Source: an optimization exercise on an open RTL-to-GDS flow (aim: small area, a short achievable clock period and few clock cycles per item). Production flows keep margins and buffers that such runs may drop.
At most, simulation tests tie the RTL to the original design; equivalence was not proved.
Power and IR drop assume default switching activity.

==> inputs of 07-20 <==
// yrd_fu
module yrd_fu (
    input  wire        clk,
    input  wire        rst,
    input  wire        cmd_valid,
    output reg         cmd_ready,
    input  wire [63:0] cmd_word,
    output reg         rsp_valid,
    input  wire        rsp_ready,
    output reg  [3:0]  rsp_status,
    output reg  [63:0] rsp_result
);
    localparam [3:0] ST_OK      = 4'd0;
    localparam [3:0] ST_ILLEGAL = 4'd11;
    localparam [2:0] C_CLIP8   = 3'd0;
    localparam [2:0] C_RSHR8   = 3'd1;
    localparam [2:0] C_YUV2RGB = 3'd2;
    localparam [2:0] C_565S    = 3'd3;
    localparam [2:0] C_565P    = 3'd4;
    localparam [2:0] C_LUMA    = 3'd5;
    localparam [2:0] C_YUYV2   = 3'd6;
    wire [7:0]  op  = cmd_word[63:56];
    wire [23:0] rsv = cmd_word[55:32];
    wire [31:0] a   = cmd_word[31:0];
    wire        swap = (op[2:0] == C_YUV2RGB);
    wire        base_ok = (rsv == 24'd0) && (op[7:3] == 5'b00110) && (op[2:0] != 3'd7) &&
                          !(swap && a[31:24] != 8'd0);
    wire [31:0] a_in = swap ? {a[7:0], a[23:8], a[23:16]} : a;
    wire [35:0] p_in = {base_ok, op[2:0], a_in};
    wire adv  = !rsp_valid || rsp_ready;     
    wire fire = cmd_valid && cmd_ready;
    reg        sk_valid;
    reg [35:0] sk;
    reg        s0_valid;
    reg [35:0] s0;
    reg        s1_valid;
    always @(posedge clk) begin
        if (rst) begin
            cmd_ready <= 1'b1;
            sk_valid  <= 1'b0;
            s0_valid  <= 1'b0;
            s1_valid  <= 1'b0;
            rsp_valid <= 1'b0;
        end else begin
            cmd_ready <= adv || !(sk_valid || fire);
            if (adv) begin
  ...
==> flow/config.mk <==
export PLATFORM = sky130hd
export DESIGN_NAME = yrd_fu
export DESIGN_NICKNAME = yrd_fu
export VERILOG_FILES = /design/flow/design.v
export SDC_FILE = /design/flow/constraint.sdc
export NUM_CORES = 4
export LEC_CHECK = 0
export CAP_MARGIN = 20
export CORE_MARGIN = 2
export CORE_UTILIZATION = 60
export CTS_BUF_LIST = sky130_fd_sc_hd__clkbuf_8 sky130_fd_sc_hd__clkbuf_16
export SLEW_MARGIN = 20
==> flow/constraint.sdc <==
create_clock -name core_clock -period 12.0 [get_ports {clk}]
set_input_delay 2.4000 -clock core_clock [delete_from_list [all_inputs] [get_ports {clk}]]
set_output_delay 2.4000 -clock core_clock [all_outputs]
set_load 0.01 [all_outputs]
standard.sh (not shown) runs the stock make flow with config.mk's settings and CLKGATE_MAP_FILE= SYNTH_SCRIPT=/design/flow/synth_recipe.tcl, a recipe that flattens the netlist after the stock synthesis.
==> flow/flow/run.sh <==
#!/bin/bash
# Layout: the standard flow (standard synthesis unchanged), with
#  - port buffers of a plain buffer cell instead of the default delay-buffer,
set -uo pipefail
MARGIN=$(cat flow/margin.txt 2>/dev/null || echo 8)
bash standard.sh SETUP_SLACK_MARGIN=$MARGIN \
    "BUFFER_PORTS_ARGS=-buffer_cell sky130_fd_sc_hd__buf_1" \
    finish > flow_make.log 2>&1
==> flow/flow/margin.txt <==
8.45
==> inputs of 09-16, as changes to 07-20 <==
==> flow/flow/margin.txt (replaced) <==
8.2
Settings changed: CORE_UTILIZATION 60 to 70, CTS_BUF_LIST sky130_fd_sc_hd__clkbuf_8 sky130_fd_sc_hd__clkbuf_16 to sky130_fd_sc_hd__clkbuf_4 sky130_fd_sc_hd__clkbuf_8.
==> inputs of 03-26, as changes to 07-20 <==
==> flow/flow/margin.txt (replaced) <==
8.35
Settings changed: CORE_UTILIZATION 60 to 70, CTS_BUF_LIST sky130_fd_sc_hd__clkbuf_8 sky130_fd_sc_hd__clkbuf_16 to sky130_fd_sc_hd__clkbuf_4 sky130_fd_sc_hd__clkbuf_8.
==> qor.yml <==
fp.dieH_um: 151
grt_pass1_wl_um: 62900
crit_required_ps: 9600
worstSetupPathType: "reg -> out"
nFillCells: 1382
globalplace.congestion: 0.993
p_int_mw: 1.43
taps: 275
outcome: "complete, no violations"
Source of the figures above: 03-26

==> qor.yml <==
globalplace.congestion: 0.958
outcome: "complete, no violations"
crit_required_ps: 9600
nFillCells: 1996
grt_pass1_wl_um: 63500
fp.dieH_um: 163
p_int_mw: 1.59
Source of the figures above: 07-20

==> qor.yml <==
globalplace.congestion: 1.01
nFillCells: 1423
worstSetupPathType: "reg -> reg"
io_buffers: 136
taps: 275
p_int_mw: 1.43
p_total_mw: 2.42
outcome: "complete, no violations"
crit_required_ps: 12230
netlist.area_leader.share_pct: 28.5
fp.dieH_um: 151
Source of the figures above: 09-16

Testbench counts of 07-20, summed over its fixed seeds: cycles 32,024, items 32,000.
Testbench counts of 09-16, summed over its fixed seeds: cycles 32,024, items 32,000.
Testbench counts of 03-26, summed over its fixed seeds: cycles 32,024, items 32,000.

==> v9: inputs <==
yrd_fu, a different RTL version from the one above (not shown whole).
Settings: LEC_CHECK=0, CAP_MARGIN=20, CORE_MARGIN=2, CORE_UTILIZATION=60, CTS_BUF_LIST=sky130_fd_sc_hd__clkbuf_8 sky130_fd_sc_hd__clkbuf_16, SLEW_MARGIN=20; clock period 12.0 ns.
==> flow/flow/run.sh <==
#!/bin/bash
# Layout: the standard flow (standard synthesis unchanged), with
#  - port buffers of a plain buffer cell instead of the default delay-buffer,
set -uo pipefail
MARGIN=$(cat flow/margin.txt 2>/dev/null || echo 8)
bash standard.sh SETUP_SLACK_MARGIN=$MARGIN \
    "BUFFER_PORTS_ARGS=-buffer_cell sky130_fd_sc_hd__buf_2" \
    finish > flow_make.log 2>&1
==> flow/flow/margin.txt <==
8.35
==> inputs of v38, as changes to v9 <==
--- a/flow/design.v
+++ b/flow/design.v
@@ -1,12 +1,39 @@
 module yrd_luma (
     input  wire [7:0] y,
     output wire [8:0] hi,
     output wire [6:0] lo
 );
-    wire [16:0] y1 = {9'd0, y};
-    wire [16:0] s = (y1 << 8) + (y1 << 5) + (y1 << 3) + (y1 << 1);
+    wire [16:0] t1 = {1'b0, y, 8'd0};
+    wire [16:0] t2 = {4'd0, y, 5'd0};
+    wire [16:0] t3 = {6'd0, y, 3'd0};
+    wire [16:0] t4 = {8'd0, y, 1'b0};
+    wire [16:0] s1 = t1 ^ t2 ^ t3;
+    wire [16:0] c1 = {(t1[15:0] & t2[15:0]) | (t1[15:0] & t3[15:0]) | (t2[15:0] & t3[15:0]), 1'b0};
+    wire [16:0] s2 = s1 ^ c1 ^ t4;
+    wire [16:0] c2 = {(s1[15:0] & c1[15:0]) | (s1[15:0] & t4[15:0]) | (c1[15:0] & t4[15:0]), 1'b0};
+    function [16:0] carries;
+        input [16:0] x, z;
+        reg   [16:0] g, p;
+        integer i, d;
+        begin
+            g = x & z;
+            p = x ^ z;
+            for (d = 1; d < 17; d = d * 2)
+                for (i = 2 * d - 1; i < 17; i = i + 2 * d) begin
+                    g[i] = g[i] | (p[i] & g[i - d]);
+                    p[i] = p[i] & p[i - d];
+                end
+            for (d = 8; d >= 1; d = d / 2)
+                for (i = 3 * d - 1; i < 17; i = i + 2 * d) begin
+                    g[i] = g[i] | (p[i] & g[i - d]);
+                    p[i] = p[i] & p[i - d];
+                end
+            carries = {g[15:0], 1'b0};
+        end
+    endfunction
+    wire [16:0] s = s2 ^ c2 ^ carries(s2, c2);
     assign hi = s[16:8];
     assign lo = s[7:1];
 endmodule
 module yrd_chroma (
     input  wire [7:0] u,
@@ -221,12 +248,35 @@
     input  wire [8:0] ly,       
     input  wire [9:0] c,        
     input  wire       k,        
     output wire [7:0] q
 );
-    wire [11:0] s = {3'b000, ly, 1'b1} + {c[9], c[9], c, k};
-    wire [10:0] t = s[11:1];
+    wire [10:0] a = {2'b00, ly};
+    wire [10:0] b = {c[9], c};
+    function [10:0] carries;
+        input [10:0] x, y;
+        input        cin;
+        reg   [10:0] g, p;
+        integer i, d;
+        begin
+            g = x & y;
+            p = x ^ y;
+            g[0] = g[0] | (p[0] & cin);
+            for (d = 1; d < 11; d = d * 2)
+                for (i = 2 * d - 1; i < 11; i = i + 2 * d) begin
+                    g[i] = g[i] | (p[i] & g[i - d]);
+                    p[i] = p[i] & p[i - d];
+                end
+            for (d = 4; d >= 1; d = d / 2)
+                for (i = 3 * d - 1; i < 11; i = i + 2 * d) begin
+                    g[i] = g[i] | (p[i] & g[i - d]);
+                    p[i] = p[i] & p[i - d];
+                end
+            carries = {g[9:0], cin};
+        end
+    endfunction
+    wire [10:0] t = a ^ b ^ carries(a, b, k);
     assign q = t[10] ? 8'd0 : (t[9:8] != 2'b00) ? 8'd255 : t[7:0];
 endmodule
 module yrd_fu (
     input  wire        clk,
     input  wire        rst,
@@ -355,36 +405,37 @@
                 C_LUMA:         n_res = {1'b0, s0_a[7:0], s0_a[7:0], s0_a[7:0]};
                 default:        n_res = 25'd0;
             endcase
         end
     end
-    reg        s1_yuv, s1_yuyv, s1_ill;
+    reg        s1_yuv, s1_yuyv, s1_ill, s1_sx;
     reg [8:0]  s1_y0, s1_y1;
     reg [9:0]  s1_cr, s1_cg, s1_cb;
     reg [5:0]  s1_k;
     always @(posedge clk) begin
         if (adv) begin
             s1_yuv  <= is_yuv;
             s1_yuyv <= is_yuyv;
             s1_ill  <= !legal;
+            s1_sx   <= n_res[24];
             s1_y0   <= is_yuv ? ly0_hi : n_res[8:0];
             s1_y1   <= is_yuv ? ly1_hi : n_res[17:9];
             s1_cr   <= cr_hi;
             s1_cg   <= cg_hi;
-            s1_cb   <= is_yuv ? cb_hi : {3'd0, n_res[24:18]};
-            s1_k    <= k;
+            s1_cb   <= cb_hi;
+            s1_k    <= is_yuv ? k : n_res[23:18];
         end
     end
     wire [7:0] p0_r, p0_g, p0_b, p1_r, p1_g, p1_b;
     yrd_chan u_p0r (.ly(s1_y0), .c(s1_cr), .k(s1_k[0]), .q(p0_r));
     yrd_chan u_p0g (.ly(s1_y0), .c(s1_cg), .k(s1_k[1]), .q(p0_g));
     yrd_chan u_p0b (.ly(s1_y0), .c(s1_cb), .k(s1_k[2]), .q(p0_b));
     yrd_chan u_p1r (.ly(s1_y1), .c(s1_cr), .k(s1_k[3]), .q(p1_r));
     yrd_chan u_p1g (.ly(s1_y1), .c(s1_cg), .k(s1_k[4]), .q(p1_g));
     yrd_chan u_p1b (.ly(s1_y1), .c(s1_cb), .k(s1_k[5]), .q(p1_b));
-    wire [24:0] n_s1 = {s1_cb[6:0], s1_y1, s1_y0};
-    wire        sx = !s1_yuv && n_s1[24];
+    wire [23:0] n_s1 = {s1_k, s1_y1, s1_y0};
+    wire        sx = s1_sx;
     wire [23:0] lo = s1_yuv  ? {p0_r, p0_g, p0_b} : n_s1[23:0];
     wire [23:0] hi = s1_yuyv ? {p1_r, p1_g, p1_b} : {24{sx}};
     always @(posedge clk) begin
         if (adv) begin
             rsp_status <= s1_ill ? ST_ILLEGAL : ST_OK;
==> flow/flow/run.sh (replaced) <==
#!/bin/bash
# Layout: the standard flow (standard synthesis unchanged), with
#  - port buffers of a plain buffer cell instead of the default delay-buffer,
set -uo pipefail
MARGIN=$(cat flow/margin.txt 2>/dev/null || echo 8)
bash standard.sh SETUP_SLACK_MARGIN=$MARGIN \
    "BUFFER_PORTS_ARGS=-buffer_cell sky130_fd_sc_hd__buf_1" \
    finish > flow_make.log 2>&1
==> inputs of v35, as changes to v9 <==
--- a/flow/design.v
+++ b/flow/design.v
@@ -355,36 +355,37 @@
                 C_LUMA:         n_res = {1'b0, s0_a[7:0], s0_a[7:0], s0_a[7:0]};
                 default:        n_res = 25'd0;
             endcase
         end
     end
-    reg        s1_yuv, s1_yuyv, s1_ill;
+    reg        s1_yuv, s1_yuyv, s1_ill, s1_sx;
     reg [8:0]  s1_y0, s1_y1;
     reg [9:0]  s1_cr, s1_cg, s1_cb;
     reg [5:0]  s1_k;
     always @(posedge clk) begin
         if (adv) begin
             s1_yuv  <= is_yuv;
             s1_yuyv <= is_yuyv;
             s1_ill  <= !legal;
+            s1_sx   <= n_res[24];
             s1_y0   <= is_yuv ? ly0_hi : n_res[8:0];
             s1_y1   <= is_yuv ? ly1_hi : n_res[17:9];
             s1_cr   <= cr_hi;
             s1_cg   <= cg_hi;
-            s1_cb   <= is_yuv ? cb_hi : {3'd0, n_res[24:18]};
-            s1_k    <= k;
+            s1_cb   <= cb_hi;
+            s1_k    <= is_yuv ? k : n_res[23:18];
         end
     end
     wire [7:0] p0_r, p0_g, p0_b, p1_r, p1_g, p1_b;
     yrd_chan u_p0r (.ly(s1_y0), .c(s1_cr), .k(s1_k[0]), .q(p0_r));
     yrd_chan u_p0g (.ly(s1_y0), .c(s1_cg), .k(s1_k[1]), .q(p0_g));
     yrd_chan u_p0b (.ly(s1_y0), .c(s1_cb), .k(s1_k[2]), .q(p0_b));
     yrd_chan u_p1r (.ly(s1_y1), .c(s1_cr), .k(s1_k[3]), .q(p1_r));
     yrd_chan u_p1g (.ly(s1_y1), .c(s1_cg), .k(s1_k[4]), .q(p1_g));
     yrd_chan u_p1b (.ly(s1_y1), .c(s1_cb), .k(s1_k[5]), .q(p1_b));
-    wire [24:0] n_s1 = {s1_cb[6:0], s1_y1, s1_y0};
-    wire        sx = !s1_yuv && n_s1[24];
+    wire [23:0] n_s1 = {s1_k, s1_y1, s1_y0};
+    wire        sx = s1_sx;
     wire [23:0] lo = s1_yuv  ? {p0_r, p0_g, p0_b} : n_s1[23:0];
     wire [23:0] hi = s1_yuyv ? {p1_r, p1_g, p1_b} : {24{sx}};
     always @(posedge clk) begin
         if (adv) begin
             rsp_status <= s1_ill ? ST_ILLEGAL : ST_OK;
==> flow/flow/run.sh (replaced) <==
#!/bin/bash
# Layout: the standard flow (standard synthesis unchanged), with
#  - port buffers of a plain buffer cell instead of the default delay-buffer,
set -uo pipefail
MARGIN=$(cat flow/margin.txt 2>/dev/null || echo 8)
bash standard.sh SETUP_SLACK_MARGIN=$MARGIN \
    "BUFFER_PORTS_ARGS=-buffer_cell sky130_fd_sc_hd__buf_1" \
    finish > flow_make.log 2>&1
--- a/flow/config.mk
+++ b/flow/config.mk
@@ -5,8 +5,8 @@
 export SDC_FILE = /design/flow/constraint.sdc
 export NUM_CORES = 4
 export LEC_CHECK = 0
 export CAP_MARGIN = 20
 export CORE_MARGIN = 2
-export CORE_UTILIZATION = 60
+export CORE_UTILIZATION = 70
 export CTS_BUF_LIST = sky130_fd_sc_hd__clkbuf_8 sky130_fd_sc_hd__clkbuf_16
 export SLEW_MARGIN = 20
==> results.txt <==
The highest synthesized cell count belongs to v35, the lowest to v38.
The lowest fmax belongs to v35, the highest to v9.
In v9 the sequential power is smaller than in v38, by about 1%.
Of v35 and v38, v35 has the higher final area (gap 3.8%, measured against v38).
Between v9 and v35, the lower sequential cell count is in v9 (gap 1).
Of v9 and v35, v35 has the higher sequential share of layout area (gap 0.14 points).
==> figures <==
Status: v35 timing/DRC/antenna clean; v9 timing/DRC/antenna clean; v38 timing/DRC/antenna clean
Pwr per Cell Area: v35 156 nW/um^2; v9 150 nW/um^2; v38 149 nW/um^2
Pin count of the biggest net entering global routing: v35 64; v9 56; v38 97
CLK BUF: v35 17; v9 20; v38 19
Power attributed to combinational cells: v35 1.29 mW; v9 1.22 mW; v38 1.10 mW
Die area: v35 23800 um^2; v9 27500 um^2; v38 26600 um^2
Slew margin rel.: v35 31.4%; v9 34.9%; v38 31.8%
Final WS setup: v35 8.32 ns; v9 8.47 ns; v38 8.39 ns
Number of buffers inserted to repair setup after CTS: v35 27; v9 35; v38 31
Critical path's most frequent cell: v35 ha_1; v9 a21oi_1; v38 a21oi_1
Share of power burned in combinational logic: v35 46.5%; v9 45.7%; v38 43.3%
Gp weighted congestion: v35 0.991; v9 0.993; v38 0.946
Flip-flop and latch count after synthesis: v35 185; v9 184; v38 185
Mux cell area share after synthesis: v35 2.94%; v9 3.12%; v38 2.92%
Testbench counts of v38, summed over its fixed seeds: cycles 32,024, items 32,000.
The RTL of v9 and v35 was laid out without a check of its function.

separate check: timing with driven ports:
The flow's constraints put no driver on any port. The routed layouts listed below were extracted and timed again, unchanged, in two steps. Step 1 sets driving cells, clkbuf_16 on the clock port and buf_2 on the other inputs (assumed; they add their load-dependent delay and slew). Step 2 moves the port delays by t, midway between the first and last clock arrival at a register: inputs arrive t later, outputs are due t later. That takes back most of the time a late clock gives input paths. a / b / c = ideal ports / drivers / drivers and shift; a / b = the first two.
run | shift t [ns] | setup slack, ns | clock arrival spread, ns | cell pins on the clock port's net
07-20 | 0.484 | 8.408 / 8.361 / 8.052 | 0.019 / 0.019 | 1
09-16 | 0.516 | 8.231 / 8.231 / 7.871 | 0.028 / 0.028 | 1
03-26 | 0.520 | 8.364 / 8.326 / 7.978 | 0.025 / 0.026 | 1
v9 | 0.485 | 8.472 / 8.423 / 8.050 | 0.020 / 0.021 | 1
v38 | 0.481 | 8.392 / 8.392 / 8.120 | 0.026 / 0.025 | 1
v35 | 0.500 | 8.323 / 8.323 / 7.908 | 0.027 / 0.027 | 1
After both steps setup and hold are still met in every run listed. The setup slack of v9, which loses most, moves by -0.049 ns with the drivers and by -0.422 ns with both steps.
